Source: an optimization exercise on an open RTL-to-GDS flow (aim: small area). Production flows keep margins and buffers that such runs may drop.
Only simulation tests tie the RTL to the original design; equivalence was not proved.
The flow treats the clock pin as an ideal source, which a real chip does not have.
Power is estimated from default activity; no workload was simulated.

`flow/flow/run.sh`:
```
#!/bin/bash
# Standard synthesis, its combinational logic re-mapped for area by ABC
# (flip-flops untouched; several ABC runs, the smallest result is kept),
# then the standard layout with single-drive port buffers and a clock tree
# of clkbuf_4 without dummy loads, its buffers upsized where a clock sink's
# slew is too high.
set -euo pipefail
cd "$(dirname "$0")/.."
W=$(pwd)
RES=$W/orfs/results/sky130hd/ttt_core/base
LIB=$FLOW_HOME/platforms/sky130hd/lib/sky130_fd_sc_hd__tt_025C_1v80.lib
ARGS=("BUFFER_PORTS_ARGS=-buffer_cell sky130_fd_sc_hd__buf_1"
      "CTS_ARGS=-sink_clustering_enable -repair_clock_nets -buf_list sky130_fd_sc_hd__clkbuf_4 -dont_use_dummy_load")
bash standard.sh "${ARGS[@]}" "$RES/1_2_yosys.v" > standard_synth.log 2>&1
cp "$RES/1_2_yosys.v" "$W/synth_standard.v"
nff() { grep -c 'dfxtp_1 \|edfxtp_1 ' "$1" || true; }
n0=$(nff "$W/synth_standard.v")
for i in 0 1 2 3 4; do
  sed -e "s#@LIB@#$LIB#g" -e "s#@IN@#$W/synth_standard.v#" -e "s#@OUT@#$W/synth_reopt$i.v#" \
      -e "s#@ABC@#$W/flow/reopt$i.abc#" -e "s#@STAT@#$W/reopt_stat$i.txt#" flow/reopt.ys > reopt_run$i.ys
  (yosys -q -l reopt_yosys$i.log reopt_run$i.ys > reopt_yosys$i.out 2>&1 || true) &
done
wait
best=""; barea=""
for i in 0 1 2 3 4; do
  [[ -s "$W/synth_reopt$i.v" && -s "$W/reopt_stat$i.txt" ]] || continue
  [[ "$(nff "$W/synth_reopt$i.v")" == "$n0" ]] || continue
  a=$(grep 'Chip area' "$W/reopt_stat$i.txt" | awk '{print $NF}')
  [[ -n "$a" ]] || continue
  if [[ -z "$barea" ]] || awk "BEGIN{exit !($a < $barea)}"; then best=$i; barea=$a; fi
done
echo "chosen re-map: ${best:-none} area ${barea:-}" > reopt_choice.txt
if [[ -n "$best" ]]; then
  cp "$W/synth_reopt$best.v" "$RES/1_2_yosys.v"
  touch "$RES/1_2_yosys.v"
fi
bash standard.sh "${ARGS[@]}" "$RES/4_1_cts.odb" > standard_cts.log 2>&1
# upsize clock buffers whose sinks see too slow a clock edge
FIX_LIB=$LIB FIX_IN=$RES/4_1_cts.odb FIX_SDC=$RES/3_place.sdc FIX_OUT=$W/cts_fixed.odb \
FIX_RC=$FLOW_HOME/platforms/sky130hd/setRC.tcl FIX_TARGET=0.105 \
  openroad -no_init -exit flow/clkfix.tcl > clkfix.log 2>&1
if [[ -s "$W/cts_fixed.odb" ]]; then
  cp "$W/cts_fixed.odb" "$RES/4_1_cts.odb"
  touch "$RES/4_1_cts.odb"
fi
bash standard.sh "${ARGS[@]}" finish > standard_flow.log 2>&1
```
`flow/flow/clkfix.tcl`:
```
# Upsize clock-tree buffers until the slew at every clock sink is below a target.
# env: FIX_LIB FIX_IN FIX_SDC FIX_OUT FIX_RC FIX_TARGET
read_liberty $::env(FIX_LIB)
read_db $::env(FIX_IN)
read_sdc $::env(FIX_SDC)
set_propagated_clock [all_clocks]
source $::env(FIX_RC)
set target $::env(FIX_TARGET)
set next_size [dict create sky130_fd_sc_hd__clkbuf_1 sky130_fd_sc_hd__clkbuf_2 \
  sky130_fd_sc_hd__clkbuf_2 sky130_fd_sc_hd__clkbuf_4 \
  sky130_fd_sc_hd__clkbuf_4 sky130_fd_sc_hd__clkbuf_8 \
  sky130_fd_sc_hd__clkbuf_8 sky130_fd_sc_hd__clkbuf_16]
for {set it 0} {$it < 40} {incr it} {
  estimate_parasitics -placement
  set worst ""
  set wslew 0
  foreach b [get_cells clkbuf_*] {
    set out [get_pins -of_objects $b -filter "direction == output"]
    set net [get_nets -of_objects $out]
    set mx 0
    foreach p [get_pins -of_objects $net -filter "direction == input"] {
      set s [get_property $p slew_max]
      if {$s > $mx} {set mx $s}
    }
    set ref [get_property $b ref_name]
    if {$mx > $wslew && [dict exists $next_size $ref]} {set wslew $mx; set worst $b}
  }
  if {$worst == "" || $wslew <= $target} break
  set ref [get_property $worst ref_name]
  puts "iter $it upsize [get_name $worst] $ref (load slew $wslew)"
  replace_cell $worst [dict get $next_size $ref]
}
detailed_placement
check_placement -verbose
estimate_parasitics -placement
report_check_types -max_slew -max_capacitance -violators
write_db $::env(FIX_OUT)
```
`flow/flow/reopt.ys`:
```
# Re-map the combinational logic of the standard synthesis for area.
# The flip-flops are kept as they are (same cells, same names).
read_liberty -ignore_miss_func @LIB@
blackbox sky130_fd_sc_hd__dfxtp_1 sky130_fd_sc_hd__edfxtp_1
read_verilog @IN@
hierarchy -top ttt_core
flatten
opt -purge
abc -liberty @LIB@ -dont_use sky130_fd_sc_hd__lpflow_bleeder_1 -dont_use sky130_fd_sc_hd__lpflow_clkbufkapwr_1 -dont_use sky130_fd_sc_hd__lpflow_clkbufkapwr_16 -dont_use sky130_fd_sc_hd__lpflow_clkbufkapwr_2 -dont_use sky130_fd_sc_hd__lpflow_clkbufkapwr_4 -dont_use sky130_fd_sc_hd__lpflow_clkbufkapwr_8 -dont_use sky130_fd_sc_hd__lpflow_clkinvkapwr_1 -dont_use sky130_fd_sc_hd__lpflow_clkinvkapwr_16 -dont_use sky130_fd_sc_hd__lpflow_clkinvkapwr_2 -dont_use sky130_fd_sc_hd__lpflow_clkinvkapwr_4 -dont_use sky130_fd_sc_hd__lpflow_clkinvkapwr_8 -dont_use sky130_fd_sc_hd__lpflow_decapkapwr_12 -dont_use sky130_fd_sc_hd__lpflow_decapkapwr_3 -dont_use sky130_fd_sc_hd__lpflow_decapkapwr_4 -dont_use sky130_fd_sc_hd__lpflow_decapkapwr_6 -dont_use sky130_fd_sc_hd__lpflow_decapkapwr_8 -dont_use sky130_fd_sc_hd__lpflow_inputiso0n_1 -dont_use sky130_fd_sc_hd__lpflow_inputiso0p_1 -dont_use sky130_fd_sc_hd__lpflow_inputiso1n_1 -dont_use sky130_fd_sc_hd__lpflow_inputiso1p_1 -dont_use sky130_fd_sc_hd__lpflow_inputisolatch_1 -dont_use sky130_fd_sc_hd__lpflow_isobufsrc_1 -dont_use sky130_fd_sc_hd__lpflow_isobufsrc_16 -dont_use sky130_fd_sc_hd__lpflow_isobufsrc_2 -dont_use sky130_fd_sc_hd__lpflow_isobufsrc_4 -dont_use sky130_fd_sc_hd__lpflow_isobufsrc_8 -dont_use sky130_fd_sc_hd__lpflow_isobufsrckapwr_16 -dont_use sky130_fd_sc_hd__lpflow_lsbuf_lh_hl_isowell_tap_1 -dont_use sky130_fd_sc_hd__lpflow_lsbuf_lh_hl_isowell_tap_2 -dont_use sky130_fd_sc_hd__lpflow_lsbuf_lh_hl_isowell_tap_4 -dont_use sky130_fd_sc_hd__lpflow_lsbuf_lh_isowell_4 -dont_use sky130_fd_sc_hd__lpflow_lsbuf_lh_isowell_tap_1 -dont_use sky130_fd_sc_hd__lpflow_lsbuf_lh_isowell_tap_2 -dont_use sky130_fd_sc_hd__lpflow_lsbuf_lh_isowell_tap_4 -dont_use sky130_fd_sc_hd__probe_p_8 -dont_use sky130_fd_sc_hd__probec_p_8  -script @ABC@
opt_clean -purge
tee -o @STAT@ stat -liberty @LIB@
write_verilog -noattr @OUT@
```
`flow/flow/reopt0.abc`:
```
strash
&get -n
&deepsyn -T 60 -S 0
&put
dch -f
amap
```
`flow/flow/reopt1.abc`:
```
strash
&get -n
&deepsyn -T 60 -S 1
&put
dch -f
amap
```
`flow/flow/reopt2.abc`:
```
strash
&get -n
&deepsyn -T 60 -S 2
&put
dch -f
amap
```
`flow/flow/reopt3.abc`:
```
strash
&get -n
&deepsyn -T 60 -S 3
&put
dch -f
amap
```
`flow/flow/reopt4.abc`:
```
strash
dc2
dc2
dch -f
amap
```
`flow/standard.sh`:
```
#!/bin/bash
# synth_recipe.tcl (not shown) runs the flow's synth.tcl, then flattens the netlist and writes it again
# the make line also repeats each setting of config.mk as NAME=value (left out here)
make -C /OpenROAD-flow-scripts/flow DESIGN_CONFIG=/design/flow/config.mk WORK_HOME=/design/flow/orfs CLKGATE_MAP_FILE= SYNTH_SCRIPT=/design/flow/synth_recipe.tcl "${@:-finish}"
```
`flow/config.mk`:
```
export PLATFORM = sky130hd
export DESIGN_NAME = ttt_core
export DESIGN_NICKNAME = ttt_core
export VERILOG_FILES = /design/flow/design.v
export SDC_FILE = /design/flow/constraint.sdc
export NUM_CORES = 4
export LEC_CHECK = 0
export CAP_MARGIN = 20
export CORE_MARGIN = 2
export CORE_UTILIZATION = 35
export SLEW_MARGIN = 20
```
`flow/constraint.sdc`:
```
create_clock -name core_clock -period 15.0 [get_ports {clk}]
set_input_delay 3.0000 -clock core_clock [delete_from_list [all_inputs] [get_ports {clk}]]
set_output_delay 3.0000 -clock core_clock [all_outputs]
set_load 0.01 [all_outputs]
```
`flow/design.v`:
```
module ttt_core (
    input  wire        clk,
    input  wire        rst,
    input  wire        cmd_valid,
    input  wire [23:0] cmd,
    input  wire [8:0]  pos_bus,
    input  wire        pos_ovr,
    output reg         DATA,
    output reg         CLOCK,
    output wire        CS,
    output wire        turn_p1,
    output wire        turn_p2,
    output wire        cmd_ready,
    output wire [1:0]  st_outcome,
    output wire        st_next,
    output wire [3:0]  st_moves,
    output wire [17:0] st_board,
    output wire [63:0] st_rows
);
    localparam [2:0] M_IDLE = 3'd0;          
    localparam [2:0] M_WAIT = 3'd1;          
    localparam [2:0] M_WR   = 3'd2;          
    localparam [2:0] M_ROW  = 3'd3;          
    localparam [2:0] M_CLR  = 3'd4;          
    localparam [2:0] M_INIT = 3'd5;          
    localparam [2:0] M_PLAY = 3'd6;          
    reg [63:0] rows;                         
    reg [17:0] cells;                        
    reg [2:0]  mode;
    reg [15:0] opw;                          
    wire [3:0] ad = opw[15:12];
    wire       hf = opw[11];
    reg [4:0]  kb;                           
    reg [1:0]  sb;                           
    wire busy = mode[2] | mode[1];
    wire [8:0] c1, c2, occ;
    genvar g;
    generate
        for (g = 0; g < 9; g = g + 1) begin : g_cell
            assign c1[g] = cells[2*g];
            assign c2[g] = cells[2*g+1];
        end
    endgenerate
    assign occ = c1 | c2;
    wire [3:0] moves = occ[0] + occ[1] + occ[2] + occ[3] + occ[4] +
                       occ[5] + occ[6] + occ[7] + occ[8];
    wire par = moves[0];
    function automatic lines;
        input [8:0] c;
        lines = (c[0] & c[1] & c[2]) | (c[3] & c[4] & c[5]) |
                (c[6] & c[7] & c[8]) | (c[0] & c[3] & c[6]) |
                (c[1] & c[4] & c[7]) | (c[2] & c[5] & c[8]) |
                (c[0] & c[4] & c[8]) | (c[6] & c[4] & c[2]);
    endfunction
    wire p1win  = lines(c1);
    wire p2win  = lines(c2);
    wire full   = &occ;
    wire inprog = !(p1win | p2win | full);
    assign CS         = !(busy & kb[4] & sb[1]);
    assign cmd_ready  = (mode == M_IDLE);
    assign st_outcome = {p2win | (full & !p1win), p1win | (full & !p2win)};
    assign st_next    = par;
    assign st_moves   = moves;
    assign st_board   = cells;
    assign st_rows    = rows;
    assign turn_p1    = inprog & !par;
    assign turn_p2    = inprog &  par;
    wire [3:0] op  = cmd[23:20];
    wire [7:0] ca  = cmd[15:8];
    wire [7:0] cb  = cmd[7:0];
    wire       acc = (mode == M_IDLE) & cmd_valid;
    wire       mvs = (mode == M_WAIT) & (pos_ovr | (|pos_bus));
    wire a_lt3 = (ca[7:2] == 6'd0) & (ca[1:0] != 2'd3);
    wire b_lt3 = (cb[7:2] == 6'd0) & (cb[1:0] != 2'd3);
    wire a_lt8 = (ca[7:3] == 5'd0);
    wire b_lt8 = (cb[7:3] == 5'd0);
    wire [8:0] selc, sel;
    generate
        for (g = 0; g < 9; g = g + 1) begin : g_sel
            assign selc[g] = a_lt3 & b_lt3 & (ca[1:0] == g / 3) & (cb[1:0] == g % 3);
        end
    endgenerate
    assign sel = (mode == M_WAIT) ? (pos_ovr ? 9'h100 : pos_bus) : selc;
    wire play = mvs | (acc & (op == 4'h7));
    wire mv   = play & inprog & (|(sel & ~occ));
    wire [2:0] bi = {sel[6] | sel[7] | sel[8], sel[3] | sel[4] | sel[5], sel[0] | sel[1] | sel[2]};
    wire [2:0] bj = {sel[2] | sel[5] | sel[8], sel[1] | sel[4] | sel[7], sel[0] | sel[3] | sel[6]};
    wire orig_a = (bi[0] & ((bj[0] & rows[8*0+6]) | (bj[1] & rows[8*0+3]) | (bj[2] & rows[8*0+0]))) |
                  (bi[1] & ((bj[0] & rows[8*3+6]) | (bj[1] & rows[8*3+3]) | (bj[2] & rows[8*3+0]))) |
                  (bi[2] & ((bj[0] & rows[8*6+6]) | (bj[1] & rows[8*6+3]) | (bj[2] & rows[8*6+0])));
    wire orig_b = (bi[0] & ((bj[0] & rows[8*1+6]) | (bj[1] & rows[8*1+3]) | (bj[2] & rows[8*1+0]))) |
                  (bi[1] & ((bj[0] & rows[8*4+6]) | (bj[1] & rows[8*4+3]) | (bj[2] & rows[8*4+0]))) |
                  (bi[2] & ((bj[0] & rows[8*7+6]) | (bj[1] & rows[8*7+3]) | (bj[2] & rows[8*7+0])));
    wire row_clr = acc & ((op == 4'h2) | (op == 4'h5));
    wire row_set = acc & (op == 4'h4) & a_lt8;
    wire row_pix = acc & (op == 4'h3) & a_lt8 & b_lt8;
    wire [7:0] rsel = 8'd1 << ca[2:0];
    wire [7:0] psel = 8'h80 >> cb[2:0];      
    wire       clrall = rst | row_clr;
    wire       wr_set = row_set | row_pix;
    wire [7:0] d_col  = {8{~clrall}} & (row_set ? cb : row_pix ? {8{cmd[16]}} : 8'hFF);
    wire [7:0] c_set  = {8{row_set}} | ({8{row_pix}} & psel);
    wire [7:0] c_mv0, c_mv1;
    generate
        for (g = 0; g < 8; g = g + 1) begin : g_col
            if (g % 3 == 2) begin : g_none
                assign c_mv0[g] = 1'b0;
                assign c_mv1[g] = 1'b0;
            end else begin : g_mark
                assign c_mv0[g] = mv & bj[(7-g)/3] & ((g % 3 == 1) | !par);
                assign c_mv1[g] = mv & bj[(7-g)/3] & ((g % 3 == 0) | !par);
            end
        end
    endgenerate
    wire [7:0] c_all0 = {8{clrall}} | c_set | c_mv0;
    wire [7:0] c_all1 = {8{clrall}} | c_set | c_mv1;
    wire [7:0] c_all2 = {8{clrall}} | c_set;
    reg  [7:0]  r_on;
    reg  [63:0] n_rows;
    integer r, m, k;
    always @(*) begin
        for (r = 0; r < 8; r = r + 1) begin
            r_on[r] = clrall | (wr_set & rsel[r]) | ((r % 3) != 2 && mv && bi[r/3]);
            for (m = 0; m < 8; m = m + 1)
                n_rows[8*r+m] = (r_on[r] & ((r % 3 == 0) ? c_all0[m] :
                                            (r % 3 == 1) ? c_all1[m] : c_all2[m]))
                                ? d_col[m] : rows[8*r+m];
        end
    end
    wire [3:0] kk = kb[3:0];
    wire [2:0] kc = kk[2:0];                 
    wire [63:0] rows_ad = {rows[55:0], rows[63:56]};
    wire spec   = ad[3] & (ad[2:0] != 3'd0);     
    wire second = (ad == 4'd2) | (ad == 4'd5) | (ad == 4'd8);
    reg [7:0] sval;                          
    always @(*) begin
        case (ad[2:0])
            3'd3:    sval = 8'h07;
            3'd4:    sval = 8'h01;
            3'd2:    sval = {4'h0, opw[3:0]};
            default: sval = 8'h00;
        endcase
    end
    wire [1:0] pj      = opw[1:0];
    wire       ovr     = hf & (kc == ((pj == 2'd0) ? 3'd1 : (pj == 2'd1) ? 3'd4 : 3'd7));
    wire       ovr_bit = second ? opw[3] : opw[2];
    wire       rbit    = rows_ad[{ad[2:0], ~kc}];
    wire wbit = (mode == M_WR) ? opw[4'd15 - kk] :
                !kk[3]         ? (kk[2] & ad[2'd3 - kk[1:0]]) :
                spec           ? sval[3'd7 - kc] :
                ovr            ? ovr_bit : rbit;
    wire fend = kb[4] & sb[1];
    wire last = (mode == M_WR) | (mode == M_ROW) | (ad == 4'd10) |
                ((mode == M_CLR) & (ad == 4'd8)) |
                ((mode == M_PLAY) & !hf & second);
    reg [3:0] ad_nx;
    always @(*) begin
        case (ad)
            4'd8:    ad_nx = 4'd10;
            4'd9:    ad_nx = 4'd11;
            4'd11:   ad_nx = 4'd12;
            4'd12:   ad_nx = 4'd15;
            4'd15:   ad_nx = 4'd1;
            default: ad_nx = ad + 4'd1;
        endcase
    end
    reg [2:0] n_mode;
    always @(*) begin
        n_mode = mode;
        if (busy) begin
            if (fend & last) n_mode = M_IDLE;
        end else if (mode == M_WAIT) begin
            if (mvs) n_mode = mv ? M_PLAY : M_IDLE;
        end else if (cmd_valid) begin
            case (op)
                4'h1: n_mode = M_WR;
                4'h2: n_mode = M_INIT;
                4'h3: n_mode = (a_lt8 & b_lt8) ? M_ROW : M_IDLE;
                4'h4: n_mode = a_lt8 ? M_ROW : M_IDLE;
                4'h5: n_mode = M_CLR;
                4'h7: n_mode = mv ? M_PLAY : M_IDLE;
                4'h9: n_mode = M_WAIT;
                default: n_mode = M_IDLE;
            endcase
        end
    end
    always @(posedge clk)
        rows <= n_rows;
    always @(posedge clk) begin
        if (rst) begin
            cells <= 18'd0;
            mode  <= M_IDLE;
            DATA  <= 1'b0;
            CLOCK <= 1'b0;
        end else begin
            mode <= n_mode;
            if (acc & (op == 4'h6))
                cells <= 18'd0;
            else if (mv)
                for (k = 0; k < 9; k = k + 1)
                    if (sel[k]) cells[2*k +: 2] <= par ? 2'b10 : 2'b01;
            if (busy) begin
                case (sb)
                    2'd0: if (kb != 5'd0) CLOCK <= 1'b1;
                    2'd1: if (!kb[4]) DATA <= wbit;
                    default: if (!kb[4]) CLOCK <= 1'b0;
                endcase
            end
        end
    end
    always @(posedge clk) begin
        if (busy) begin
            if (fend) begin
                kb <= 5'd0;
                sb <= 2'd0;
                if (hf) begin
                    opw[11] <= 1'b0;
                end else begin
                    opw[15:12] <= ad_nx;
                    opw[11]    <= (mode == M_PLAY) & par;
                end
            end else if (sb[1]) begin
                kb <= kb + 5'd1;
                sb <= 2'd0;
            end else begin
                sb <= sb + 2'd1;
            end
        end else begin
            kb <= 5'd0;
            sb <= 2'd0;
            opw <= {((op == 4'h1) & (mode != M_WAIT)) ? cmd[15:11] :
                    {(play ? {1'b0, bi[1] | bi[2], bi[2], bi[0] | bi[2]} :
                      (op == 4'h2) ? 4'd9 :
                      (op == 4'h5) ? 4'd1 : {1'b0, ca[2:0]} + 4'd1),
                     play & !par},
                    cmd[10:10],
                    cmd[9:8],
                    cmd[7:4],
                    play ? {orig_b, orig_a} : cmd[3:2],
                    (mode == M_WAIT) ? bj[2:1] : cmd[1:0]};
        end
    end
endmodule
```
==> run_results.csv, run 1 <==
group,metric,value,unit
routing,drc,0,
clock_network,path_clk_slew,0.09,ns
clock_network,cts_tree,"yes",
critical_path,end_kind,"primary output",
clock_network,post_cts_buffers,0,
critical_path,critical_path.startpoint_type,"flop",
global_route,grt_usage,0.234,
routing,wl,20.5,mm
run_status,outcome,"finished clean",
sta,fin_skew,0.0230,ns
synth,synthCells,669,
critical_path,critical_path_required,12.00,ns
clock_network,cts.sinks,110,
die,die_width,133,um
die,initial_core_util,0.355,
synth,yosysWarningCount,1,
global_route,grt_overflow_total,0,
die,rows,47,
critical_path,cp_slowest_cell,"o21ai_0",
synth,synth_area_per_cell,8.72,um2
die,dieArea,17700,um2
critical_path,r2r_start,"cells[7]",
synth,syn-num-nets,706,
critical_path,arrival,3.82,ns
clock_network,clk_path_buf_depth,2,
clock_network,cts-resized-gates,0,
worst_hold_path,hold_path_depth,1,
place,placed_area,6640,um2
final_layout,nNetsFinal,852,
sta,relSlewSlack,0.317,
routing,post_drt_wl_per_cell,19.9,um
sta,fin_setup_tns,0,ns
critical_path,critPathMaxStageDelay,0.58,ns
clock_network,clk_latency,0.36,ns
clock_network,cts_made_buffers,9,
critical_path,reg2regPathDepth,19,
place,gp_congestion,0.903,
pwr,p_leak,2.16,nW
critical_path,crit_fanout,9,
routing,drt_iter0_markers,619,
global_route,grt_pass1_vias,5449,
die,die_height,133,um
sta,tightest_slew,0.999,ns
worst_hold_path,hp-class,"flop to flop",
final_layout,num_antenna_cells,0,
routing,dr.pass1.iters,6,
worst_hold_path,hold_path_end,"sb[0]",
sta,setup_violations,0,
sta,post-route-period-util,0.454,
critical_path,crit_family,"simple AND/OR/NAND/NOR gates",
pwr,ir_worst_vdd,0.0785,mV
critical_path,path_class,"flop to primary output",
die,coreArea,16400,um2
sta,hold_violations,0,
routing,vias,5874,
routing,vias_per_cell,5.69,
job,cap_viol_max_count,0,
global_route,grt_pass1_wl,31.3,mm
sta,rsz0062_at_grt,"no",
critical_path,cpMostUsedCell,"nand2_1",
sta,period_needed,6.82,ns
final_layout,postLayoutCellArea,6800,um2
place,dp_hpwl,16.1,mm
global_route,antenna_found_initial,0,
critical_path,worstPathCellList,"nor2_1 > nor2_1 > a21oi_1 > nand2_1 > o21ai_0 > nand2_1 > o21ai_0 > nand2_1 > o21a_1 > o21ai_0 > clkinv_1 > nand2_1 > o21bai_1 > or2_0 > nor2_1 > buf_1",
final_layout,n_fill_cell,1706,
clock_network,cts-root-buf,"clkbuf_4",
die,pin_count,132,
clock_network,hold_buffers,0,
critical_path,reg2reg_to,"rows[30]",
sta,slew_viol_final,0,
clock_network,cts_htree_levels,3,
critical_path,r2r_setup_slack,10.23,ns
sta,fmax,147,MHz
critical_path,crit_buf_inv,2,
place,io_buffers,128,
worst_hold_path,min_from,"sb[0]",
final_layout,drive_above_1_share,0.0209,
global_route,grt_max_degree,21,
routing,ant_nets,0,
synth,syn_area,5830,um2
final_layout,syn2layout_area_growth,16.6,%
pwr,power.density,90.9,nW/um2
==> how the worst max path moves through the flow <==
| stage | startpoint | endpoint | slack [ns] | cells after the start |
|---|---|---|---|---|
| detailed placement | cmd[6] | rows[30] | 8.09 | 12 |
| CTS | cells[7] | turn_p1 | 7.92 | 16 |
| floorplan | cmd[6] | rows[51] | 8.45 | 11 |
| finish | cells[7] | turn_p1 | 8.18 | 16 |
| global route | cells[7] | turn_p2 | 7.77 | 14 |
| global placement | cmd[6] | rows[30] | 8.06 | 12 |
==> layout make-up <==
type / count / area (um2) / area share
sequential: 110 / 3000 / 0.442
multi-input combinational: 466 / 2480 / 0.366
timing repair buffer: 135 / 533 / 0.0784
inverter: 93 / 349 / 0.0514
tap: 220 / 275 / 0.0405
clock buffer: 9 / 151 / 0.0223
==> per-stage QoR <==
| step | cells | hold slack (ns) | power, mW | setup WS (ns) | util |
|---|---|---|---|---|---|
| 6_report | 1033 | 0.449 | 0.618 | 8.18 | 0.414 |
| 5_1_grt | 1033 | 0.483 | 0.641 | 7.77 | 0.414 |
| 4_1_cts | 1033 | 0.457 | 0.570 | 7.92 | 0.409 |
| 2_1_floorplan | 669 | 0.404 | 0.416 | 8.45 | - |
| 3_5_place_dp | 1024 | 0.436 | 0.456 | 8.09 | 0.405 |
| 3_3_place_gp | 1024 | 0.429 | 0.456 | 8.06 | 0.405 |
==> placed cells by master (no fill, tap or decap), types with 3 or more instances in the layout <==
cell type	count
nand2b_1	9
or3_1	7
or4_1	3
o22ai_1	33
a2111oi_0	5
and3_1	5
buf_4	7
o221ai_1	5
o31a_1	3
nor2_1	158
nor4_1	3
nand2_1	46
o311ai_0	3
clkinv_1	93
a21oi_1	26
dfxtp_1	30
a211oi_1	3
nor3_1	22
o21a_1	10
a221oi_1	8
or2_0	5
o21ai_0	35
clkbuf_16	3
buf_1	128
nor2b_1	3
a222oi_1	16
a22oi_1	7
nand3_1	13
clkbuf_8	5
a31oi_1	16
edfxtp_1	80
==> state kept, by name (all words and copies together), names as in the netlist <==
signal,cells
rows,64
sb,2
opw,16
cells,18
DATA,1
mode,3
CLOCK,1
kb,5
==> power breakdown <==
part           internal, mW  switching, mW
sequential            0.347         0.0141
clock                0.0692         0.0958
combinational        0.0267         0.0649
==> routing by layer <==
layer,up-vias,track usage,share of wire
li1,2745,-,-
met1,2781,0.314,0.42
met2,316,0.368,0.46
met3,32,0.0613,0.098
met4,0,0.0777,0.022
met5,-,0,0
==> run 2, diff against run 1 <==
--- a/flow/flow/run.sh
+++ b/flow/flow/run.sh
@@ -16,12 +16,14 @@
 nff() { grep -c 'dfxtp_1 \|edfxtp_1 ' "$1" || true; }
 n0=$(nff "$W/synth_standard.v")
-for i in 0 1 2 3 4; do
+run_reopt() {
+  local i=$1
   sed -e "s#@LIB@#$LIB#g" -e "s#@IN@#$W/synth_standard.v#" -e "s#@OUT@#$W/synth_reopt$i.v#" \
       -e "s#@ABC@#$W/flow/reopt$i.abc#" -e "s#@STAT@#$W/reopt_stat$i.txt#" flow/reopt.ys > reopt_run$i.ys
-  (yosys -q -l reopt_yosys$i.log reopt_run$i.ys > reopt_yosys$i.out 2>&1 || true) &
-done
-wait
+  yosys -q -l reopt_yosys$i.log reopt_run$i.ys > reopt_yosys$i.out 2>&1 || true
+}
+for i in 0 1 2 3; do run_reopt $i & done; wait
+for i in 4 5 6 7 8; do run_reopt $i & done; wait
 best=""; barea=""
-for i in 0 1 2 3 4; do
+for i in 0 1 2 3 4 5 6 7 8; do
   [[ -s "$W/synth_reopt$i.v" && -s "$W/reopt_stat$i.txt" ]] || continue
   [[ "$(nff "$W/synth_reopt$i.v")" == "$n0" ]] || continue
==> flow/flow/reopt0.abc (replaced) <==
strash
&get -n
&deepsyn -T 45 -S 0
&put
dch -f
amap -F 4 -A 8
==> flow/flow/reopt1.abc (replaced) <==
strash
&get -n
&deepsyn -T 45 -S 0
&put
dch
amap -F 4 -A 8
==> flow/flow/reopt2.abc (replaced) <==
strash
&get -n
&deepsyn -T 45 -S 1
&put
dch -f
amap -F 4 -A 8
==> flow/flow/reopt3.abc (replaced) <==
strash
&get -n
&deepsyn -T 45 -S 1
&put
dch
amap -F 4 -A 8
==> flow/flow/reopt4.abc (replaced) <==
strash
&get -n
&deepsyn -T 45 -S 2
&put
dch -f
amap -F 4 -A 8
==> flow/flow/reopt5.abc (new file) <==
strash
&get -n
&deepsyn -T 45 -S 2
&put
dch
amap -F 4 -A 8
==> flow/flow/reopt6.abc (new file) <==
strash
&get -n
&deepsyn -T 45 -S 3
&put
dch -f
amap -F 4 -A 8
==> flow/flow/reopt7.abc (new file) <==
strash
&get -n
&deepsyn -T 45 -S 3
&put
dch
amap -F 4 -A 8
==> flow/flow/reopt8.abc (new file) <==
strash
dc2
dc2
dch -f
amap -F 4 -A 8
==> run_results.csv, run 2 <==
group,metric,value,unit
global_route,antenna_found_initial,0,
job,cap_viol_max_count,0,
final_layout,final_cell_mix,"147 x nor2_1, 128 x buf_1, 96 x clkinv_1",
routing,wl,20.6,mm
clock_network,cts_htree_levels,3,
routing,drc,0,
critical_path,crit_fanout,9,
final_layout,largestRegisters,"rows x64, cells x18, opw x16",
place,gp_congestion,0.916,
critical_path,critical_path.startpoint_type,"flop",
die,initial_core_util,0.359,
sta,period_needed,6.98,ns
sta,hold_violations,0,
pwr,power.density,92.5,nW/um2
run_status,outcome,"finished clean",
pwr,p_leak,2.12,nW
global_route,grt_max_degree,21,
clock_network,post_cts_buffers,0,
global_route,grt_usage,0.234,
critical_path,arrival,3.98,ns
final_layout,nNetsFinal,828,
routing,post_drt_wl_per_cell,20.5,um
sta,rsz0062_at_grt,"no",
sta,setup_violations,0,
global_route,grt_pass1_vias,5524,
place,dp_hpwl,16.1,mm
die,coreArea,16000,um2
synth,syn-num-nets,681,
routing,dr.pass1.iters,6,
die,pin_count,132,
place,io_buffers,128,
die,die_height,132,um
routing,vias,5866,
clock_network,cts_tree,"yes",
final_layout,drive_above_1_share,0.0215,
clock_network,clk_path_buf_depth,2,
sta,fmax,143,MHz
synth,synth_area_per_cell,8.93,um2
routing,vias_per_cell,5.84,
sta,relSlewSlack,0.362,
die,die_width,132,um
global_route,grt_pass1_wl,31.3,mm
clock_network,clk_latency,0.35,ns
final_layout,final_common_cell,"nor2_1",
synth,yosysWarningCount,1,
sta,fin_skew,0.0205,ns
final_layout,max_flop_register,"rows",
critical_path,end_kind,"primary output",
routing,ant_nets,0,
synth,syn_area,5750,um2
critical_path,path_class,"flop to primary output",
die,rows,46,
clock_network,hold_buffers,0,
clock_network,cts_made_buffers,9,
sta,slew_viol_final,0,
final_layout,num_antenna_cells,0,
pwr,ir_worst_vdd,0.0540,mV
worst_hold_path,hp-class,"flop to flop",
clock_network,cts.sinks,110,
pwr,finalPower,0.621,mW
clock_network,cts-root-buf,"clkbuf_4",
final_layout,syn2layout_area_growth,16.8,%
critical_path,critical_path_required,12.00,ns
die,dieArea,17500,um2
clock_network,path_clk_slew,0.09,ns
final_layout,largest_register_ffs,64,
sta,fin_setup_tns,0,ns
sta,post-route-period-util,0.465,
clock_network,cts-resized-gates,0,
sta,tightest_slew,0.956,ns
routing,drt_iter0_markers,696,
synth,synthCells,644,
global_route,grt_overflow_total,0,
final_layout,n_fill_cell,1695,
==> run 2: area by class of cell <==
class / count / area [um2] / area share
Multi-Input combinational cell: 438 / 2390 / 0.355
Sequential cell: 110 / 3000 / 0.447
Timing Repair Buffer: 136 / 538 / 0.0801
Clock buffer: 9 / 158 / 0.0235
Inverter: 96 / 360 / 0.0537
Tap cell: 216 / 270 / 0.0402
==> run 2: metrics by stage <==
| step | hold slack (ns) | instances | area, um2 | utilization | setup slack (ns) |
|---|---|---|---|---|---|
| floorplan | 0.395 | 644 | 5750 | - | 8.82 |
| global placement | 0.423 | 995 | 6550 | 0.410 | 7.92 |
| detailed placement | 0.426 | 996 | 6560 | 0.410 | 7.88 |
| CTS | 0.447 | 1005 | 6630 | 0.414 | 7.83 |
| global route | 0.477 | 1005 | 6720 | 0.420 | 7.69 |
| finish | 0.441 | 1005 | 6720 | 0.420 | 8.02 |
==> run 2: worst paths after layout <==
kind         startpoint       end  slack, ns  cells past startpoint
min reg2reg       sb[0]     sb[0]       0.44                      1
max            cells[7]   turn_p1       8.02                     17
max reg2reg    cells[7]  rows[54]      10.04                     20
min               sb[0]     sb[0]       0.44                      1
==> run 2: worst max-delay path, cell delays in order (launching register included) <==
cell and delay, ns:
dfxtp_1 0.35, nor2_1 0.21, nor2_1 0.09, a21oi_1 0.21, nor2_1 0.07, a21oi_1 0.16
nor2_1 0.08, a21oi_1 0.21, nor2_1 0.08, a21oi_1 0.18, nor2_1 0.09, a21oi_1 0.49
clkinv_1 0.51, nand2_1 0.23, o21ai_0 0.12, or2_0 0.29, nor2_1 0.11, buf_1 0.16
==> run 2: power by group <==
group	leakage [nW]	internal (mW)	total [mW]	switching, mW
combinational	1.02	0.0263	0.0904	0.0641
clock	0.0801	0.0721	0.169	0.0973
sequential	1.02	0.347	0.361	0.0148
==> run 2: layer usage <==
layer  part of all wire  vias up  global-route usage
met2               0.47      316               0.376
li1                   -     2693                   -
met5                  0        -                   0
met3              0.077       45              0.0373
met1               0.42     2812               0.314
met4              0.030        0              0.0962
==> run 3, diff against run 2 <==
--- a/flow/config.mk
+++ b/flow/config.mk
@@ -9,3 +9,4 @@
 export CORE_MARGIN = 2
 export CORE_UTILIZATION = 35
+export GPL_TIMING_DRIVEN = 0
 export SLEW_MARGIN = 20
==> run_results.csv, run 3 <==
group,metric,value,unit
final_layout,multi_input_area,2410,um2
critical_path,path_class,"flop to primary output",
pwr,p_seq_frac,0.589,
critical_path,critical_path_required,12.00,ns
place,gp_congestion,0.907,
critical_path,critical_path.startpoint_type,"flop",
routing,vias,5783,
global_route,grt_overflow_total,0,
job,cap_viol_max_count,0,
critical_path,arrival,4.04,ns
sta,post-route-period-util,0.469,
sta,fmax,142,MHz
worst_hold_path,min_from,"sb[0]",
sta,layout_setup_ws,7.96,ns
final_layout,drive_above_1_share,0.0192,
pwr,ir_worst_vdd,0.0500,mV
final_layout,n_fill_cell,1713,
sta,rsz0062_at_grt,"no",
critical_path,reg2regPathDepth,20,
synth,syn_area,5750,um2
pwr,power.density,92.1,nW/um2
clock_network,cts.sinks,110,
clock_network,cts_made_buffers,9,
global_route,grt_pass1_wl,31.2,mm
clock_network,post_cts_buffers,0,
routing,drc,0,
synth,syn-num-nets,681,
synth,synth_area_per_cell,8.93,um2
die,initial_core_util,0.359,
global_route,grt_max_degree,23,
pwr,p_leak,2.08,nW
final_layout,final_cell_mix,"142 x nor2_1, 128 x buf_1, 96 x clkinv_1",
final_layout,largestRegisters,"rows x64, cells x18, opw x16",
sta,fin_setup_tns,0,ns
die,die_height,132,um
synth,synthCells,644,
die,dieArea,17500,um2
sta,setup_violations,0,
final_layout,max_flop_register,"rows",
critical_path,reg2reg_to,"rows[54]",
sta,tightest_slew,0.960,ns
pwr,p_comb_frac,0.146,
clock_network,cts_tree,"yes",
critical_path,r2r_setup_slack,9.97,ns
final_layout,regArea,3000,um2
place,dpl_worst_slack,7.89,ns
routing,vias_per_cell,5.80,
pwr,swShare,0.286,
global_route,antenna_found_initial,0,
clock_network,cts_htree_levels,3,
final_layout,nNetsFinal,820,
clock_network,hold_buffers,0,
die,coreArea,16000,um2
sta,period_needed,7.04,ns
final_layout,largest_register_ffs,64,
sta,relSlewSlack,0.357,
clock_network,clk_latency,0.34,ns
run_status,outcome,"finished clean",
worst_hold_path,hold_path_depth,1,
clock_network,path_clk_slew,0.09,ns
sta,hold_violations,0,
global_route,grt_pass1_vias,5544,
routing,wl,20.5,mm
pwr,p_sw,0.175,mW
die,rows,46,
global_route,grt_usage,0.232,
clock_network,clk_path_buf_depth,2,
critical_path,r2r_start,"cells[3]",
final_layout,syn2layout_area_growth,15.9,%
sta,fin_skew,0.0200,ns
final_layout,num_antenna_cells,0,
sta,worst_hold_slack,0.434,ns
place,io_buffers,128,
sta,slew_viol_final,0,
clock_network,cts-root-buf,"clkbuf_4",
routing,dr.pass1.iters,6,
final_layout,final_common_cell,"nor2_1",
pwr,internal_power,0.439,mW
die,die_width,132,um
place,dp_hpwl,16.0,mm
critical_path,end_kind,"primary output",
clock_network,cts-resized-gates,0,
worst_hold_path,hp-class,"flop to flop",
worst_hold_path,hold_path_end,"sb[0]",
pwr,clockPowerShare,0.265,
routing,drt_iter0_markers,759,
critical_path,crit_fanout,9,
routing,ant_nets,0,
synth,yosysWarningCount,1,
routing,post_drt_wl_per_cell,20.5,um
die,pin_count,132,
[run 3: worst max-delay path: stages (launching register included)]
cell      delay (ns)
dfxtp_1         0.35
nor2_1          0.23
nor2_1          0.10
a21oi_1         0.21
nor2_1          0.07
a21oi_1         0.17
nor2_1          0.08
a21oi_1         0.22
nor2_1          0.08
a21oi_1         0.17
nor2_1          0.08
a21oi_1         0.50
clkinv_1        0.54
nand2_1         0.23
o21ai_0         0.12
or2_0           0.29
nor2_1          0.11
buf_1           0.16
[run 3: per-layer routing]
metal  share of wire  GRT usage  up-vias
li1                -          -     2691
met1            0.43      0.315     2778
met2            0.47      0.380      273
met3           0.073     0.0319       41
met4           0.025     0.0800        0
met5               0          0        -
[run 3: layout make-up]
cell class | count | share of cell area
inverters | 96 | 0.0540
repair buffers | 128 | 0.0721
clock buffers | 9 | 0.0220
flip-flops and latches | 110 | 0.450
well taps | 216 | 0.0405
multi-input cells | 438 | 0.361
[run 3: how the worst max path moves through the flow]
stage | start | to | cells past startpoint
2_1_floorplan | cmd[6] | rows[51] | 11
3_3_place_gp | cmd[3] | rows[54] | 12
3_5_place_dp | cmd[6] | rows[54] | 12
4_1_cts | cells[3] | turn_p1 | 17
5_1_grt | cells[3] | turn_p2 | 17
6_report | cells[3] | turn_p1 | 17
[run 3: per-stage QoR]
| stage | utilization | area [um2] | cells | total power [mW] |
|---|---|---|---|---|
| CTS | 0.412 | 6590 | 997 | 0.571 |
| floorplan | - | 5750 | 644 | 0.416 |
| detailed placement | 0.408 | 6520 | 988 | 0.457 |
| global placement | 0.406 | 6500 | 988 | 0.456 |
| finish | 0.417 | 6670 | 997 | 0.614 |
| global route | 0.417 | 6670 | 997 | 0.637 |
[run 3: power groups by stage]
stage	sequential (mW)	clock (mW)	combinational, mW
after floorplan	0.367	0	0.0484
after global placement	0.368	0	0.0877
after detailed placement	0.368	0	0.0885
after CTS	0.361	0.121	0.0887
after global routing	0.363	0.175	0.0989
final	0.361	0.163	0.0895
==> run 4, diff against run 3 <==
--- a/flow/flow/run.sh
+++ b/flow/flow/run.sh
@@ -23,7 +23,8 @@
 }
 for i in 0 1 2 3; do run_reopt $i & done; wait
-for i in 4 5 6 7 8; do run_reopt $i & done; wait
+for i in 4 5 6 7; do run_reopt $i & done; wait
+for i in 8 9 10 11 12; do run_reopt $i & done; wait
 best=""; barea=""
-for i in 0 1 2 3 4 5 6 7 8; do
+for i in 0 1 2 3 4 5 6 7 8 9 10 11 12; do
   [[ -s "$W/synth_reopt$i.v" && -s "$W/reopt_stat$i.txt" ]] || continue
   [[ "$(nff "$W/synth_reopt$i.v")" == "$n0" ]] || continue
@@ -40,5 +41,5 @@
 # upsize clock buffers whose sinks see too slow a clock edge
 FIX_LIB=$LIB FIX_IN=$RES/4_1_cts.odb FIX_SDC=$RES/3_place.sdc FIX_OUT=$W/cts_fixed.odb \
-FIX_RC=$FLOW_HOME/platforms/sky130hd/setRC.tcl FIX_TARGET=0.105 \
+FIX_RC=$FLOW_HOME/platforms/sky130hd/setRC.tcl FIX_TARGET=0.112 \
   openroad -no_init -exit flow/clkfix.tcl > clkfix.log 2>&1
 if [[ -s "$W/cts_fixed.odb" ]]; then
==> flow/flow/reopt10.abc (new file) <==
strash
&get -n
&deepsyn -T 45 -S 5
&put
dch -f
amap -F 4 -A 8
==> flow/flow/reopt11.abc (new file) <==
strash
&get -n
&deepsyn -T 45 -S 5
&put
dch
amap -F 4 -A 8
==> flow/flow/reopt12.abc (new file) <==
strash
dc2
dc2
dch -f
amap -F 4 -A 8
==> flow/flow/reopt8.abc (replaced) <==
strash
&get -n
&deepsyn -T 45 -S 4
&put
dch -f
amap -F 4 -A 8
==> flow/flow/reopt9.abc (new file) <==
strash
&get -n
&deepsyn -T 45 -S 4
&put
dch
amap -F 4 -A 8
--- a/flow/config.mk
+++ b/flow/config.mk
@@ -8,5 +8,5 @@
 export CAP_MARGIN = 20
 export CORE_MARGIN = 2
-export CORE_UTILIZATION = 35
+export CORE_UTILIZATION = 45
 export GPL_TIMING_DRIVEN = 0
 export SLEW_MARGIN = 20
==> run_results.csv, run 4 <==
group,metric,value,unit
routing,drc,0,
place,dp.cells,947,
routing,wl,20.3,mm
place,io_buffers,128,
synth,synth_area_per_cell,8.93,um2
worst_hold_path,hp-class,"flop to flop",
clock_network,post_cts_buffers,0,
routing,vias,5904,
critical_path,reg2regPathDepth,20,
sta,period_needed,6.86,ns
sta,slew_viol_final,0,
pwr,ir_worst_vdd,0.0518,mV
die,initial_core_util,0.458,
clock_network,path_clk_slew,0.09,ns
final_layout,drive_above_1_share,0.0230,
sta,fmax,146,MHz
worst_hold_path,hold_path_depth,1,
routing,ant_nets,0,
sta,setup_violations,0,
clock_network,cts.sinks,110,
pwr,power.density,90.7,nW/um2
clock_network,clk_latency,0.34,ns
global_route,grt_overflow_total,0,
sta,fin_skew,0.0236,ns
synth,syn-num-nets,681,
final_layout,final_cells,956,
critical_path,arrival,3.86,ns
final_layout,largest_register_ffs,64,
critical_path,crit_fanout,9,
final_layout,syn2layout_area_growth,15.2,%
final_layout,nNetsFinal,823,
die,die_width,117,um
critical_path,end_kind,"primary output",
sta,relSlewSlack,0.227,
global_route,grt_usage,0.301,
clock_network,cts-resized-gates,0,
routing,post_drt_wl_per_cell,21.2,um
sta,tightest_slew,1.15,ns
pwr,p_leak,2.09,nW
job,cap_viol_max_count,0,
die,rows,41,
critical_path,critical_path_required,12.00,ns
final_layout,largestRegisters,"rows x64, cells x18, opw x16",
sta,post-route-period-util,0.457,
clock_network,cts-root-buf,"clkbuf_4",
place,dp_hpwl,15.9,mm
global_route,grt_pass1_vias,5488,
die,die_height,117,um
die,coreArea,12600,um2
final_layout,final_common_cell,"nor2_1",
die,pin_count,132,
synth,synthCells,644,
routing,drt_iter0_markers,651,
synth,yosysWarningCount,1,
die,dieArea,13700,um2
critical_path,critical_path.startpoint_type,"flop",
routing,vias_per_cell,6.18,
final_layout,final_cell_mix,"142 x nor2_1, 128 x buf_1, 96 x clkinv_1",
critical_path,path_class,"flop to primary output",
final_layout,n_fill_cell,1245,
global_route,grt_max_degree,19,
synth,syn_area,5750,um2
final_layout,max_flop_register,"rows",
clock_network,cts_htree_levels,3,
final_layout,num_antenna_cells,0,
routing,dr.pass1.iters,5,
sta,hold_violations,0,
global_route,grt_pass1_wl,30.4,mm
place,gp_congestion,0.970,
sta,rsz0062_at_grt,"no",
global_route,antenna_found_initial,0,
clock_network,hold_buffers,0,
run_status,outcome,"finished clean",
clock_network,clk_path_buf_depth,2,
sta,fin_setup_tns,0,ns
clock_network,cts_made_buffers,9,
clock_network,cts_tree,"yes",
[run 4: cell count changes in the layout (fill, tap and decap cells not counted)]
cell	change
buf_2	+1
buf_6	+1
buf_8	+1
clkbuf_16	-1
clkbuf_4	+1
[run 4: critical path, stage by stage (launching register included)]
cell and delay [ns]:
dfxtp_1 0.35, nor2_1 0.24, nor2_1 0.10, a21oi_1 0.21
nor2_1 0.06, a21oi_1 0.16, nor2_1 0.08, a21oi_1 0.21
nor2_1 0.08, a21oi_1 0.16, nor2_1 0.08, a21oi_1 0.37
clkinv_1 0.47, nand2_1 0.22, o21ai_0 0.11, or2_0 0.30
nor2_1 0.15, buf_1 0.17
[run 4: final timing paths]
| kind | slack, ns | end | from |
|---|---|---|---|
| max reg2reg | 10.29 | rows[33] | cells[3] |
| max | 8.14 | turn_p2 | cells[3] |
| min reg2reg | 0.43 | sb[0] | sb[0] |
| min | 0.43 | sb[0] | sb[0] |
[run 4: stage by stage]
stage	hold slack [ns]	instance area (um2)	utilization	total power, mW	setup WS, ns
4_1_cts	0.445	6570	0.522	0.566	8.00
6_report	0.435	6630	0.527	0.601	8.14
3_5_place_dp	0.426	6500	0.517	0.456	8.06
2_1_floorplan	0.395	5750	-	0.416	8.82
3_3_place_gp	0.417	6450	0.513	0.454	8.09
5_1_grt	0.467	6630	0.527	0.620	7.76
[run 4: layout make-up]
| cell class | instances | area (um2) | area share |
|---|---|---|---|
| Clock buffer | 9 | 129 | 0.0194 |
| Inverter | 96 | 360 | 0.0544 |
| Sequential cell | 110 | 3000 | 0.453 |
| Multi-Input combinational cell | 438 | 2410 | 0.363 |
| Tap cell | 172 | 215 | 0.0325 |
| Timing Repair Buffer | 131 | 512 | 0.0772 |
[run 4: report_power, final]
group,leakage [nW],internal (mW),total [mW],switching [mW]
Clock,0.0673,0.0576,0.149,0.0916
Sequential,1.02,0.347,0.360,0.0133
Combinational,1.00,0.0258,0.0919,0.0660
Total,2.09,0.430,0.601,0.171
[run 4: metal layers]
layer | GRT usage | vias up | wire length [um] | part of all wire
met1 | 0.421 | 2839 | 8530 | 0.42
met4 | 0.102 | 0 | 491 | 0.024
li1 | - | 2695 | - | -
met3 | 0.0448 | 43 | 1730 | 0.085
met2 | 0.483 | 327 | 9510 | 0.47
met5 | 0 | - | 0 | 0
==> run 5, diff against run 4 <==
--- a/flow/flow/run.sh
+++ b/flow/flow/run.sh
@@ -23,8 +23,7 @@
 }
 for i in 0 1 2 3; do run_reopt $i & done; wait
-for i in 4 5 6 7; do run_reopt $i & done; wait
-for i in 8 9 10 11 12; do run_reopt $i & done; wait
+for i in 4 5 6 7 8; do run_reopt $i & done; wait
 best=""; barea=""
-for i in 0 1 2 3 4 5 6 7 8 9 10 11 12; do
+for i in 0 1 2 3 4 5 6 7 8; do
   [[ -s "$W/synth_reopt$i.v" && -s "$W/reopt_stat$i.txt" ]] || continue
   [[ "$(nff "$W/synth_reopt$i.v")" == "$n0" ]] || continue
@@ -41,5 +40,5 @@
 # upsize clock buffers whose sinks see too slow a clock edge
 FIX_LIB=$LIB FIX_IN=$RES/4_1_cts.odb FIX_SDC=$RES/3_place.sdc FIX_OUT=$W/cts_fixed.odb \
-FIX_RC=$FLOW_HOME/platforms/sky130hd/setRC.tcl FIX_TARGET=0.112 \
+FIX_RC=$FLOW_HOME/platforms/sky130hd/setRC.tcl FIX_TARGET=0.105 \
   openroad -no_init -exit flow/clkfix.tcl > clkfix.log 2>&1
 if [[ -s "$W/cts_fixed.odb" ]]; then
--- a/flow/flow/clkfix.tcl
+++ b/flow/flow/clkfix.tcl
@@ -11,4 +11,26 @@
   sky130_fd_sc_hd__clkbuf_4 sky130_fd_sc_hd__clkbuf_8 \
   sky130_fd_sc_hd__clkbuf_8 sky130_fd_sc_hd__clkbuf_16]
+# Only the flip-flop clock pins count; a buffer driving no flip-flop is
+# upsized only when a buffer it drives is already at the largest size.
+proc sink_slew {b} {
+  set out [get_pins -of_objects $b -filter "direction == output"]
+  set net [get_nets -of_objects $out]
+  set mx 0
+  foreach p [get_pins -of_objects $net -filter "direction == input"] {
+    if {[get_property $p is_clock] || [string match *CLK [get_full_name $p]]} {
+      set s [get_property $p slew_max]
+      if {$s > $mx} {set mx $s}
+    }
+  }
+  return $mx
+}
+proc driver_of {b} {
+  set in [get_pins -of_objects $b -filter "direction == input"]
+  set net [get_nets -of_objects $in]
+  foreach p [get_pins -of_objects $net -filter "direction == output"] {
+    return [get_cells -of_objects $p]
+  }
+  return ""
+}
 for {set it 0} {$it < 40} {incr it} {
   estimate_parasitics -placement
@@ -16,17 +38,16 @@
   set wslew 0
   foreach b [get_cells clkbuf_*] {
-    set out [get_pins -of_objects $b -filter "direction == output"]
-    set net [get_nets -of_objects $out]
-    set mx 0
-    foreach p [get_pins -of_objects $net -filter "direction == input"] {
-      set s [get_property $p slew_max]
-      if {$s > $mx} {set mx $s}
-    }
-    set ref [get_property $b ref_name]
-    if {$mx > $wslew && [dict exists $next_size $ref]} {set wslew $mx; set worst $b}
+    set mx [sink_slew $b]
+    if {$mx > $wslew} {set wslew $mx; set worst $b}
   }
   if {$worst == "" || $wslew <= $target} break
   set ref [get_property $worst ref_name]
-  puts "iter $it upsize [get_name $worst] $ref (load slew $wslew)"
+  if {![dict exists $next_size $ref]} {
+    set worst [driver_of $worst]
+    if {$worst == ""} break
+    set ref [get_property $worst ref_name]
+    if {![dict exists $next_size $ref]} break
+  }
+  puts "iter $it upsize [get_name $worst] $ref (sink slew $wslew)"
   replace_cell $worst [dict get $next_size $ref]
 }
==> flow/flow/reopt8.abc (replaced) <==
strash
dc2
dc2
dch -f
amap -F 4 -A 8
--- a/flow/config.mk
+++ b/flow/config.mk
@@ -8,5 +8,5 @@
 export CAP_MARGIN = 20
 export CORE_MARGIN = 2
-export CORE_UTILIZATION = 45
+export CORE_UTILIZATION = 35
 export GPL_TIMING_DRIVEN = 0
 export SLEW_MARGIN = 20
removed: flow/flow/reopt10.abc
removed: flow/flow/reopt11.abc
removed: flow/flow/reopt12.abc
removed: flow/flow/reopt9.abc
==> run_results.csv, run 5 <==
group,metric,value,unit
clock_network,cts.sinks,110,
clock_network,clk_path_buf_depth,2,
final_layout,max_flop_register,"rows",
routing,dr.pass1.iters,7,
die,initial_core_util,0.359,
critical_path,worstPathCellList,"nor2_1 > nor2_1 > a21oi_1 > nor2_1 > a21oi_1 > nor2_1 > a21oi_1 > nor2_1 > a21oi_1 > nor2_1 > a21oi_1 > clkinv_1 > nand2_1 > o21ai_0 > or2_0 > nor2_1 > buf_1",
clock_network,cts-resized-gates,0,
final_layout,multi_input_area,2410,um2
synth,yosysWarningCount,1,
critical_path,arrival,4.18,ns
die,coreArea,16000,um2
final_layout,largestRegisters,"rows x64, cells x18, opw x16",
routing,drc,0,
sta,fin_setup_tns,0,ns
final_layout,drive_above_1_share,0.0192,
pwr,ir_worst_vdd,0.0496,mV
final_layout,final_cells,998,
critical_path,cpMostUsedCell,"nor2_1",
synth,syn-num-nets,681,
place,dpl_worst_slack,7.89,ns
pwr,internal_power,0.429,mW
global_route,grt_pass1_wl,31.3,mm
clock_network,path_clk_slew,0.09,ns
global_route,grt_pass1_vias,5558,
sta,hold_violations,0,
place,io_buffers,128,
die,die_height,132,um
critical_path,path_class,"flop to primary output",
pwr,p_sw,0.175,mW
routing,post_drt_wl_per_cell,20.5,um
run_status,outcome,"finished clean",
pwr,swShare,0.290,
sta,layout_setup_ws,7.82,ns
clock_network,cts_made_buffers,9,
pwr,clockPowerShare,0.252,
sta,post-route-period-util,0.478,
critical_path,end_kind,"primary output",
place,placed_area,6520,um2
sta,tightest_slew,0.970,ns
critical_path,cp.depth,17,
routing,drt_iter0_markers,746,
routing,vias_per_cell,5.77,
sta,worst_hold_slack,0.434,ns
critical_path,cp_slowest_cell,"clkinv_1",
synth,syn_area,5750,um2
clock_network,cts-root-buf,"clkbuf_4",
critical_path,critical_path.startpoint_type,"flop",
sta,setup_violations,0,
sta,fin_skew,0.0213,ns
global_route,antenna_found_initial,1,
die,rows,46,
worst_hold_path,hold_path_depth,1,
final_layout,postLayoutCellArea,6650,um2
synth,synthCells,644,
critical_path,reg2regPathDepth,20,
global_route,grt_overflow_total,0,
job,cap_viol_max_count,0,
place,gp_congestion,0.907,
pwr,p_seq_frac,0.599,
routing,vias,5763,
critical_path,crit_family,"compound AO/OA/AOI/OAI gates",
place,dp_hpwl,16.0,mm
sta,rsz0062_at_grt,"no",
pwr,p_comb_frac,0.149,
clock_network,post_cts_buffers,0,
final_layout,final_common_cell,"nor2_1",
critical_path,crit_fanout,9,
routing,wl,20.5,mm
pwr,finalPower,0.604,mW
die,pin_count,132,
final_layout,largest_register_ffs,64,
place,dp.cells,988,
sta,period_needed,7.18,ns
sta,slew_viol_final,0,
routing,ant_nets,0,
clock_network,cts_tree,"yes",
global_route,grt_max_degree,23,
critical_path,critPathMaxStageDelay,0.54,ns
die,dieArea,17500,um2
synth,synth_area_per_cell,8.93,um2
critical_path,crit_buf_inv,2,
sta,fmax,139,MHz
clock_network,clk_latency,0.49,ns
final_layout,finish.utilization,0.416,
final_layout,syn2layout_area_growth,15.7,%
final_layout,regArea,3000,um2
die,die_width,132,um
final_layout,final_cell_mix,"142 x nor2_1, 128 x buf_1, 96 x clkinv_1",
worst_hold_path,hp-class,"flop to flop",
critical_path,critical_path_required,12.00,ns
final_layout,nNetsFinal,820,
final_layout,n_fill_cell,1714,
pwr,p_leak,2.07,nW
clock_network,cts_htree_levels,3,
clock_network,hold_buffers,0,
sta,relSlewSlack,0.353,
global_route,grt_usage,0.232,
pwr,power.density,90.8,nW/um2
==> run 5: final cells by class <==
class	count	share of cell area
flip-flops and latches	110	0.451
repair buffers	128	0.0722
inverters	96	0.0542
well taps	216	0.0406
clock buffers	9	0.0194
multi-input cells	438	0.362
diodes	1	0.000376
==> run 5: metal layers <==
metal	GRT usage	wire length, um	vias up	share of wire
li1	-	-	2694	-
met1	0.314	8870	2745	0.43
met2	0.382	9640	283	0.47
met3	0.0258	1440	41	0.070
met4	0.0896	555	0	0.027
met5	0	0	-	0
==> run 5: final timing paths <==
check	startpoint	endpoint	slack [ns]
worst min register to register	sb[0]	sb[0]	0.43
worst max register to register	cells[3]	rows[54]	10.01
worst max-delay path	cells[3]	turn_p1	7.82
worst min-delay path	sb[0]	sb[0]	0.43
==> run 5: power by group through the flow <==
stage	clock network [mW]	logic, mW	registers [mW]
final	0.152	0.0898	0.362
after floorplan	0	0.0484	0.367
after global routing	0.164	0.0990	0.363
after CTS	0.121	0.0887	0.361
after global placement	0	0.0877	0.368
after detailed placement	0	0.0885	0.368
==> run 6, diff against run 5 <==
--- a/flow/config.mk
+++ b/flow/config.mk
@@ -6,7 +6,7 @@
 export NUM_CORES = 4
 export LEC_CHECK = 0
-export CAP_MARGIN = 20
+export CAP_MARGIN = 5
 export CORE_MARGIN = 2
 export CORE_UTILIZATION = 35
 export GPL_TIMING_DRIVEN = 0
-export SLEW_MARGIN = 20
+export SLEW_MARGIN = 5
==> run_results.csv, run 6 <==
group,metric,value,unit
sta,layout_setup_ws,7.71,ns
critical_path,reg2regPathDepth,20,
clock_network,clk_latency,0.51,ns
clock_network,cts_tree,"yes",
routing,met1_length,8.73,mm
pwr,p_leak,2.08,nW
sta,period_needed,7.29,ns
synth,yosysWarningCount,1,
worst_hold_path,min_from,"sb[0]",
place,dp_hpwl,16.1,mm
clock_network,path_clk_slew,0.08,ns
critical_path,crit_family,"compound AO/OA/AOI/OAI gates",
clock_network,cts-resized-gates,0,
clock_network,cts-root-buf,"clkbuf_4",
clock_network,cts_htree_levels,3,
pwr,power.density,90.7,nW/um2
critical_path,r2r_start,"cells[7]",
critical_path,crit_fanout,9,
worst_hold_path,hold_path_end,"sb[0]",
sta,post-route-period-util,0.486,
routing,wl,20.6,mm
critical_path,cp-startpoint,"cells[7]",
synth,syn-num-nets,681,
die,die_width,132,um
sta,hold_violations,0,
place,io_buffers,128,
critical_path,crit_buf_inv,2,
final_layout,final_cell_mix,"144 x nor2_1, 128 x buf_1, 96 x clkinv_1",
clock_network,cts_made_buffers,9,
clock_network,hold_buffers,0,
run_status,outcome,"finished clean",
final_layout,largestRegisters,"rows x64, cells x18, opw x16",
routing,vias_per_cell,5.80,
critical_path,critPathMaxStageDelay,0.57,ns
global_route,grt_pass1_vias,5578,
critical_path,worstPathCellList,"nor2_1 > nor2_1 > a21oi_1 > nor2_1 > a21oi_1 > nor2_1 > a21oi_1 > nor2_1 > a21oi_1 > nor2_1 > a21oi_1 > clkinv_1 > nand2_1 > o21ai_0 > or2_0 > nor2_1 > buf_1",
pwr,finalPower,0.603,mW
synth,synth_area_per_cell,8.93,um2
sta,relSlewSlack,0.182,
pwr,ir_worst_vdd,0.0480,mV
final_layout,final_cells,999,
place,dp.cells,988,
final_layout,max_flop_register,"rows",
clock_network,cts.sinks,110,
sta,fin_setup_tns,0,ns
sta,tightest_slew,1.22,ns
routing,wl_met3,1.51,mm
final_layout,postLayoutCellArea,6660,um2
sta,setup_violations,0,
sta,fin_skew,0.0302,ns
routing,dr.pass1.iters,7,
place,gp_congestion,0.907,
die,rows,46,
die,die_height,132,um
synth,synthCells,644,
critical_path,path_class,"flop to primary output",
global_route,grt_pass1_wl,31.4,mm
sta,slew_viol_final,0,
critical_path,cp_slowest_cell,"clkinv_1",
critical_path,cpMostUsedCell,"nor2_1",
critical_path,r2r_setup_slack,9.86,ns
die,initial_core_util,0.359,
final_layout,drive_above_1_share,0.0179,
sta,fmax,137,MHz
final_layout,syn2layout_area_growth,15.7,%
clock_network,post_cts_buffers,0,
global_route,grt_usage,0.234,
worst_hold_path,hold_path_depth,1,
die,coreArea,16000,um2
critical_path,critical_path.startpoint_type,"flop",
critical_path,arrival,4.29,ns
final_layout,finish.utilization,0.416,
global_route,grt_overflow_total,0,
critical_path,reg2reg_to,"rows[54]",
worst_hold_path,hp-class,"flop to flop",
place,placed_area,6510,um2
synth,syn_area,5750,um2
routing,drc,0,
global_route,antenna_found_initial,1,
critical_path,critical_path_required,12.00,ns
routing,post_drt_wl_per_cell,20.7,um
routing,ant_nets,0,
routing,top_layer,"met4",
final_layout,final_common_cell,"nor2_1",
routing,drt_iter0_markers,756,
place,dpl_worst_slack,7.88,ns
routing,vias,5791,
routing,dr_wl_met2,9.75,mm
final_layout,nNetsFinal,821,
die,pin_count,132,
final_layout,largest_register_ffs,64,
clock_network,clk_path_buf_depth,2,
job,cap_viol_max_count,0,
sta,rsz0062_at_grt,"no",
die,dieArea,17500,um2
sta,worst_hold_slack,0.433,ns
critical_path,end_kind,"primary output",
global_route,grt_max_degree,21,
run 6: worst register-to-register path, delay by kind of cell, from the launching register on:
family | cells | cell delay [ns]
AOI/OAI and AO/OA | 7 | 1.79
buffers and inverters | 1 | 0.57
DFF | 1 | 0.34
and+or+nand+nor | 12 | 2.17
run 6: worst max path at each step:
stage	endpoint	cells after the start
floorplan	rows[51]	11
global placement	rows[54]	12
detailed placement	rows[54]	12
CTS	turn_p1	17
global route	turn_p2	17
finish	turn_p1	17
run 6: cell type report:
| type | count | area (um2) |
|---|---|---|
| Antenna cell | 1 | 2.50 |
| Tap cell | 216 | 270 |
| Timing Repair Buffer | 129 | 488 |
| Sequential cell | 110 | 3000 |
| Multi-Input combinational cell | 438 | 2400 |
| Fill cell | 1721 | 9350 |
| Inverter | 96 | 360 |
| Clock buffer | 9 | 129 |
run 6: power breakdown:
part	total [mW]	switching, mW	internal, mW	leakage (nW)
combinational	0.0906	0.0649	0.0257	0.989
sequential	0.362	0.0150	0.347	1.02
clock	0.151	0.0950	0.0561	0.0673
run 6: per-layer routing:
metal  vias up  GRT usage
met4         0      0.101
met1      2778      0.311
li1       2690          -
met2       282      0.379
met3        41     0.0350
met5         -          0

## afterwards: timing with drivers on the ports
No port has a modelled driver above. Below, the same layouts with a new extraction and two added sets of constraints. Step 1 (the two cells are an assumption about what drives the block):
set clk [get_ports {clk}]
set_driving_cell -lib_cell sky130_fd_sc_hd__clkbuf_16 $clk
set_driving_cell -lib_cell sky130_fd_sc_hd__buf_2 [delete_from_list [all_inputs] $clk]
Step 2 adds t to the input delays and takes it off the output delays; t is the mean of the earliest and latest rising clock arrival at the registers after step 1. Input paths then give back, and output paths get back, about the clock's delay inside the block. Three values: no drivers, after step 1, after step 2; two values: the first two.
run	shift t [ns]	slack for setup (ns)	slew at the worst register clock pin (ns)	cell pins on the clock port's net
run 1	0.391	8.185 / 8.141 / 7.986	0.10 / 0.10	1
run 2	0.385	8.023 / 7.976 / 7.814	0.10 / 0.10	1
run 3	0.378	7.958 / 7.913 / 7.737	0.10 / 0.10	1
run 4	0.372	8.138 / 8.096 / 7.976	0.11 / 0.11	1
run 5	0.518	7.824 / 7.785 / 7.791	0.11 / 0.11	1
run 6	0.532	7.707 / 7.667 / 7.709	0.11 / 0.11	1
After both steps every run listed still meets setup and hold. The setup slack of run 3, which loses most, moves by -0.045 ns with the drivers and by -0.221 ns with both steps.
